What follows belongs to an exercise in optimizing a design on an open flow for small area and a short achievable clock period; a production flow would make more cautious choices. The RTL of this run was laid out without a check of its function. Power figures rest on the tool's default switching activity, not on a simulated workload.

==> flow/design.v <==
module sce_top (
    input  wire        clk,
    input  wire        rst,             
    input  wire        req_valid,
    output wire        req_ready,
    input  wire [2:0]  req_op,
    input  wire [31:0] req_reg,
    input  wire [31:0] req_value,
    input  wire [31:0] req_width,
    input  wire [31:0] req_height,
    input  wire [31:0] req_baud,
    input  wire [31:0] req_timeout,
    output reg         rsp_valid,
    output reg  [2:0]  rsp_status,
    output wire [7:0]  rsp_value,
    output wire [31:0] rsp_received,
    output wire [31:0] rsp_expected,
    input  wire        teardown,
    output reg         link_cmd_valid,
    output wire [2:0]  link_cmd,
    output wire [23:0] link_wdata,
    output wire [1:0]  link_wlen,
    output wire [31:0] link_rd_n,
    output reg  [31:0] link_baud,
    output reg  [31:0] link_timeout,
    input  wire        link_ans_valid,
    input  wire        link_ans_ok,
    input  wire        link_rx_valid,
    input  wire [7:0]  link_rx_data,
    output reg         pix_valid,
    output wire [23:0] pix_rgb,
    output reg         pix_eol,
    output wire        pix_eof
);
    localparam [2:0] ST_OK               = 3'd0;
    localparam [2:0] ST_CONNECTION_ERROR = 3'd1;
    localparam [2:0] ST_INVALID_ARGUMENT = 3'd2;
    localparam [2:0] ST_INCOMPLETE_FRAME = 3'd3;
    localparam [2:0] ST_IO_ERROR         = 3'd4;
    localparam [2:0] ST_RESPONSE_TIMEOUT = 3'd5;
    localparam [2:0] ST_INVALID_STATE    = 3'd6;
    localparam [2:0] ST_ABORTED          = 3'd7;
    localparam [2:0] S_OPEN_W  = 3'd0;    
    localparam [2:0] S_IDLE    = 3'd1;    
    localparam [2:0] S_FLUSH_W = 3'd2;    
    localparam [2:0] S_TX_W    = 3'd3;    
    localparam [2:0] S_READ_W  = 3'd4;    
    reg [2:0]  state;
    reg        sess;
    reg        td_pending;
    reg        op_w;          
    reg        op_r;          
    reg        sz320;         
    reg        sz176;         
    reg [15:0] buf16;         
    reg [17:0] rem;           
    reg        chunk_any;     
    reg [8:0]  col;           
    wire st_idle  = ~state[1] &  state[0];
    wire st_open  = ~state[2] & ~state[1] & ~state[0];
    wire st_tx    =  state[1] &  state[0];
    wire st_read  =  state[2];
    wire st_busy  = ~st_idle & ~st_open;    
    wire td_seen  = td_pending | teardown;
    assign req_ready = st_idle & ~td_pending & ~teardown;
    wire [17:0] byte_size = sz320 ? 18'd153600 : sz176 ? 18'd50688 : 18'd38400;
    wire [8:0]  col_last  = sz320 ? 9'd152 : sz176 ? 9'd267 : 9'd426;
    wire p176 = (req_width == 32'd176) && (req_height == 32'd144);
    wire p160 = (req_width == 32'd160) && (req_height == 32'd120);
    wire p320 = (req_width == 32'd320) && (req_height == 32'd240);
    wire preset_ok = p176 | p160 | p320;
    wire reg_ok    = ~|req_reg[31:8];
    wire value_ok  = ~|req_value[31:8];
    assign link_cmd     = state;
    assign link_wdata   = {op_w, 1'b0, op_w, 1'b0, op_w, 1'b0, op_w, 1'b0, buf16};
    assign link_wlen    = {op_w | op_r, ~op_r};
    assign link_rd_n    = {14'd0, rem};
    assign rsp_value    = buf16[15:8];
    assign rsp_expected = {14'd0, byte_size};
    assign rsp_received = {14'd0, byte_size - rem};
    assign pix_eof      = ~|rem;
    function [2:0] lo5;           
        input [4:0] x;
        begin
            lo5 = (x >= 5'd31) ? 3'd7 : (x >= 5'd27) ? 3'd6 : (x >= 5'd23) ? 3'd5 :
                  (x >= 5'd18) ? 3'd4 : (x >= 5'd14) ? 3'd3 : (x >= 5'd9)  ? 3'd2 :
                  (x >= 5'd5)  ? 3'd1 : 3'd0;
        end
    endfunction
    function [1:0] lo6;           
        input [5:0] x;
        begin
            lo6 = (x >= 6'd63) ? 2'd3 : (x >= 6'd42) ? 2'd2 : (x >= 6'd21) ? 2'd1 : 2'd0;
        end
    endfunction
    assign pix_rgb = {buf16[15:11], lo5(buf16[15:11]),
                      buf16[10:5],  lo6(buf16[10:5]),
                      buf16[4:0],   lo5(buf16[4:0])};
    wire rx      = link_rx_valid & st_read;
    wire pix_ev  = rx & rem[0] & ~op_r & ~rst;
    wire col_hit = (col == col_last);
    wire [8:0] col_step = {col[7:0], ~(col[8] ^ col[4])};
    wire ans      = link_ans_valid;
    wire fail     = td_seen | ~link_ans_ok;        
    wire read_end = ~chunk_any | ~|rem;            
    always @(posedge clk) begin
        link_cmd_valid <= 1'b0;
        rsp_valid      <= 1'b0;
        pix_valid      <= 1'b0;
        link_baud      <= req_baud;
        link_timeout   <= req_timeout;
        if (st_idle) begin
            op_w <= req_op[1] & ~req_op[0];
            op_r <= req_op[1] &  req_op[0];
            buf16[15:8] <= req_op[1] ? (req_op[0] ? 8'hBB : req_reg[7:0]) : 8'h00;
            buf16[7:0]  <= req_op[1] ? (req_op[0] ? req_reg[7:0] : req_value[7:0]) : 8'hCC;
            if (!sess) begin
                sz320 <= p320;
                sz176 <= p176;
            end
        end
        if (rx) begin
            chunk_any <= 1'b1;
            rem       <= rem - 18'd1;
            if (rem[0]) buf16[15:8] <= link_rx_data;
            else        buf16[7:0]  <= link_rx_data;
        end
        if (pix_ev) begin
            pix_valid <= 1'b1;
            pix_eol   <= col_hit;
            col       <= col_hit ? 9'd0 : col_step;
        end
        if (rst) begin
            state      <= S_IDLE;
            sess       <= 1'b0;
            td_pending <= 1'b0;
        end else begin
            td_pending <= ~st_idle & ~(ans & ~st_open) & td_seen;
            if (st_idle) begin
                if (td_seen) begin
                    if (sess) begin
                        link_cmd_valid <= 1'b1;
                        sess           <= 1'b0;
                    end
                end else if (req_valid) begin
                    case (req_op)
                    3'd0: begin   
                        if (!preset_ok) begin
                            rsp_valid  <= 1'b1;
                            rsp_status <= ST_INVALID_ARGUMENT;
                        end else if (sess) begin
                            rsp_valid  <= 1'b1;
                            rsp_status <= ST_INVALID_STATE;
                        end else begin
                            link_cmd_valid <= 1'b1;
                            state          <= S_OPEN_W;
                        end
                    end
                    3'd1: begin   
                        if (sess) begin
                            link_cmd_valid <= 1'b1;
                            sess           <= 1'b0;
                        end
                        rsp_valid  <= 1'b1;
                        rsp_status <= ST_OK;
                    end
                    3'd2, 3'd3, 3'd4: begin   
                        if (!req_op[2] && (!reg_ok || (!req_op[0] && !value_ok))) begin
                            rsp_valid  <= 1'b1;
                            rsp_status <= ST_INVALID_ARGUMENT;
                        end else if (!sess) begin
                            rsp_valid  <= 1'b1;
                            rsp_status <= ST_INVALID_STATE;
                        end else begin
                            link_cmd_valid <= 1'b1;
                            state          <= S_FLUSH_W;
                        end
                    end
                    default: ;   
                    endcase
                end
            end else if (st_open) begin
                if (ans) begin
                    rsp_valid  <= 1'b1;
                    rsp_status <= link_ans_ok ? ST_OK : ST_CONNECTION_ERROR;
                    sess       <= link_ans_ok;
                    state      <= S_IDLE;
                end
            end else if (ans) begin
                if (fail) begin
                    link_cmd_valid <= 1'b1;
                    sess           <= 1'b0;
                    rsp_valid      <= 1'b1;
                    rsp_status     <= td_seen ? ST_ABORTED : ST_IO_ERROR;
                    state          <= S_IDLE;
                end else if (!state[2]) begin
                    if (!state[0]) begin
                        link_cmd_valid <= 1'b1;
                        state          <= S_TX_W;
                    end else if (op_w) begin
                        rsp_valid  <= 1'b1;
                        rsp_status <= ST_OK;
                        state      <= S_IDLE;
                    end else begin
                        link_cmd_valid <= 1'b1;
                        state          <= S_READ_W;
                        chunk_any      <= 1'b0;
                        rem            <= op_r ? 18'd1 : byte_size;
                        col            <= 9'd0;
                    end
                end else if (read_end) begin
                    rsp_valid  <= 1'b1;
                    rsp_status <= chunk_any ? ST_OK :
                                  op_r ? ST_RESPONSE_TIMEOUT : ST_INCOMPLETE_FRAME;
                    state      <= S_IDLE;
                end else begin
                    link_cmd_valid <= 1'b1;
                    chunk_any      <= 1'b0;
                end
            end
        end
    end
endmodule
==> flow/run.sh <==
#!/bin/bash
# synth_recipe.tcl (not shown) runs the flow's synth.tcl, then flattens the netlist and writes it again
# the make line also repeats each setting of config.mk as NAME=value (left out here)
make -C /OpenROAD-flow-scripts/flow DESIGN_CONFIG=/design/flow/config.mk WORK_HOME=/design/flow/orfs CLKGATE_MAP_FILE= SYNTH_SCRIPT=/design/flow/synth_recipe.tcl finish
==> flow/config.mk <==
export PLATFORM = sky130hd
export DESIGN_NAME = sce_top
export DESIGN_NICKNAME = sce_top
export VERILOG_FILES = /design/flow/design.v
export SDC_FILE = /design/flow/constraint.sdc
export NUM_CORES = 4
export LEC_CHECK = 0
export CAP_MARGIN = 20
export CORE_MARGIN = 2
export CORE_UTILIZATION = 40
export PLACE_DENSITY = 0.6
export SLEW_MARGIN = 20
==> flow/constraint.sdc <==
create_clock -name core_clock -period 12.0 [get_ports {clk}]
set_input_delay 2.4000 -clock core_clock [delete_from_list [all_inputs] [get_ports {clk}]]
set_output_delay 2.4000 -clock core_clock [all_outputs]
set_load 0.01 [all_outputs]
==> qor.txt <==
Hold-fix buffers, CTS = 0
RSZ-0062 raised after global routing = false
Ratio of cells with drive above 1 in the final layout = 0.0498
Post-synthesis register bit count = 124
Area of the multi-input gates = 0.00272 mm²
Total GRT Usage = 0.267
CP max stage delay = 0.61 ns
EDFF count, synth = 8
Clk Latency, worst-skew pair = 0.41 ns
Gpl congestion = 0.913
Type of origin of the critical path = input port
Crit. End Element = primary output
P_leak = 0.00394 µW
Core Box Area = 0.0145 mm²
Vias post-DR = 6077
Rows = 44
Synth Cell Area = 0.00594 mm²
Crit-path slowest cell = clkdlybuf4s50_1
Die height = 126 µm
Nets = 1229
Synth top area share = 0.391
Final ANT Viol Nets = 0
CP Class = input port to primary output
Fin. max-slew vios = 0
Vias/cell = 5.02
Area leader, netlist = dfxtp_1
Total CTS buffers = 17
Synth Flop Type = dfxtp_1
Commonest non-fill, non-tap cell in the layout = clkdlybuf4s50_1
Synth warn = 1
TritonCTS Sinks = 124
Synthesized area per cell = 8.97 µm²
CP Cell Sequence = clkdlybuf4s50_1 -> nor3_1 -> clkdlybuf4s50_1
TritonCTS clock tree = built
Arrival @ worst endpoint = 3.81 ns
Skew final = 0.00483 ns
Setup TNS = 0 ns
Worst slew pin tran = 0.746 ns
DRT iter0 DRCs = 400
Register area = 0.00256 mm²
Worst path most repeated cell = clkdlybuf4s50_1
Initial Util = 0.408
IR Drop Worst-Case VDD = 105 µV
H-tree Lvls = 4
Post-synthesis sequential area ratio = 0.432
Crit path depth = 3
Drt drc = 0
Worst-case reg-to-reg path depth = 8
Post-CTS Setup Bufs = 0
GR Overflow Total = 0
Post-route minimum period = 6.21 ns
Final hold vios = 0
Largest cells by area after synthesis = dfxtp_1, buf_4, edfxtp_1
Hold Path Class = register to register
Status = finished clean
CP max FO = 4
Mapped Cells = 662
Fill cell count = 1164
Final Power = 1130 µW
Maxcap violations = 0
Layout Cells excl Fill = 1210
Root buffer cell = clkbuf_16
Post_cts resized = 0
Worst hold margin = 0.483 ns
Slew headroom = 0.501
CTS clk-pin slew, worst paths = 0.06 ns
Period utilization = 0.517
DRT Wirelength = 21900 µm
Vias in the first global route = 5754
Drt pass-1 iters = 5
Worst endpoint required time = 9.60 ns
Die X = 126 µm
Die area = 0.0158 mm²
Setup violations, final = 0
Largest net degree at the start of global routing = 28
Fraction of registers with async set/reset = 0
P&R area growth vs syn = 69.3%
First-pass GRT wire length = 33300 µm
Bufs on Longest Clock Path = 2
Top delay family on crit path = buffers and inverters
WP buf/inv = 2
IO buf count = 382
Hold depth = 2
Io pins = 440
Wire per inst = 18.1 µm
Fmax = 161 MHz
Cell variety after synth = 67
Commonest non-fill, non-tap cells in the layout = clkdlybuf4s50_1, dfxtp_1, nor2_1, conb_1, a21oi_1
Pwr dens = 113 mW/mm²
DPL Wire Length = 17600 µm
Initial antenna violation count = 2
Post-placement cell count = 1175
logic make-up after synthesis:
group / synth area share
buf+inv: 0.147
flops: 0.432
other cells: 0.000632
compound gates: 0.142
fa+ha+maj: 0.0169
xor+xnor: 0.0531
simple gates: 0.197
mux: 0.0110
through the flow:
stage / setup slack (ns) / instance area (µm²) / utilization
floorplan: 6.82 / 6150 / -
global placement: 5.82 / 9450 / 0.650
detailed placement: 5.83 / 9450 / 0.650
CTS: 5.80 / 10000 / 0.690
global route: 5.72 / 10000 / 0.691
finish: 5.79 / 10100 / 0.692
final cells by class:
type                    count  share of cell area
repair buffers            384               0.382
multi-input cells         455               0.271
flip-flops and latches    124               0.255
clock buffers              18              0.0448
well taps                 184              0.0229
clock inverters            14              0.0132
inverters                  29              0.0108
diodes                      2            0.000498
metal layers:
layer,global-route usage,up-vias,wire (µm)
li1,-,2886,-
met1,0.353,2836,9100
met2,0.448,340,10800
met3,0.0688,15,1800
met4,0.0485,0,216
met5,0,-,0
tightest hold or removal path: stages (launching register included):
cell and delay, ns:
dfxtp_1 0.32, nand3_1 0.06, a21oi_1 0.05
flip-flops by register name, indices dropped and copies added, names as in the netlist, 3 cells and up:
signal	cells
buf16	16
rsp_status	3
rem	18
link_baud	32
col	9
state	3
link_timeout	32
worst paths after layout:
path                            startpoint             to  slack [ns]
worst max-delay path              teardown      req_ready        5.79
worst min-delay path                col[3]         col[4]        0.48
worst max register to register      rem[0]  rsp_status[0]        8.89
worst min register to register      col[3]         col[4]        0.48
Yosys cell counts (all sizes together) (2+ instances only):
master     n
o21a       5
nand3     16
nor3b      4
xor2      13
nand2     42
a211oi     2
and4       2
a21boi     2
nand2b     9
a221oi     3
nor2b      9
or2        2
ha         8
a22o       3
o211ai     9
xnor2     23
mux2       4
mux2i      2
clkbuf    14
dfxtp    116
and2       3
a2111oi    3
buf       96
o22ai      3
or4        2
a21oi     44
nor3      14
nand3b     5
inv       29
or3        3
nor2      62
nor4b      4
nor4      28
a22oi      8
o221ai     4
a31oi     15
edfxtp     8
o21ai     17
nand4      9
report_power, final:
part / total [µW] / switching (µW) / leakage, µW / internal, µW
registers: 446 / 13.1 / 0.00105 / 433
logic: 193 / 71.0 / 0.00260 / 121
clock network: 496 / 196 / 0.000287 / 300

static timing again, ports no longer ideal:
The flow's constraints put no driver on any port. The routed layout listed below was extracted and timed again, unchanged, in two steps.
Step 1: set_driving_cell puts a clkbuf_16 on clk and a buf_2 on each other input, an assumption about the parent block.
Step 2 also shifts input and output timing later by t, the mid clock arrival at the registers, as if the neighbouring blocks saw the same clock.
a / b / c = no drivers / after step 1 / after step 2; a / b = the first two.
shift t [ns]: 0.443
setup slack, ns: 5.792 / 5.710 / 5.710
worst register clock-pin slew, ns: 0.06 / 0.06
worst data-port slew with drivers (ns): 0.11
cell pins on the clock port's net: 1
After both steps this run still meets setup and hold. The setup slack of this run moves by -0.082 ns with the drivers and by -0.082 ns with both steps.
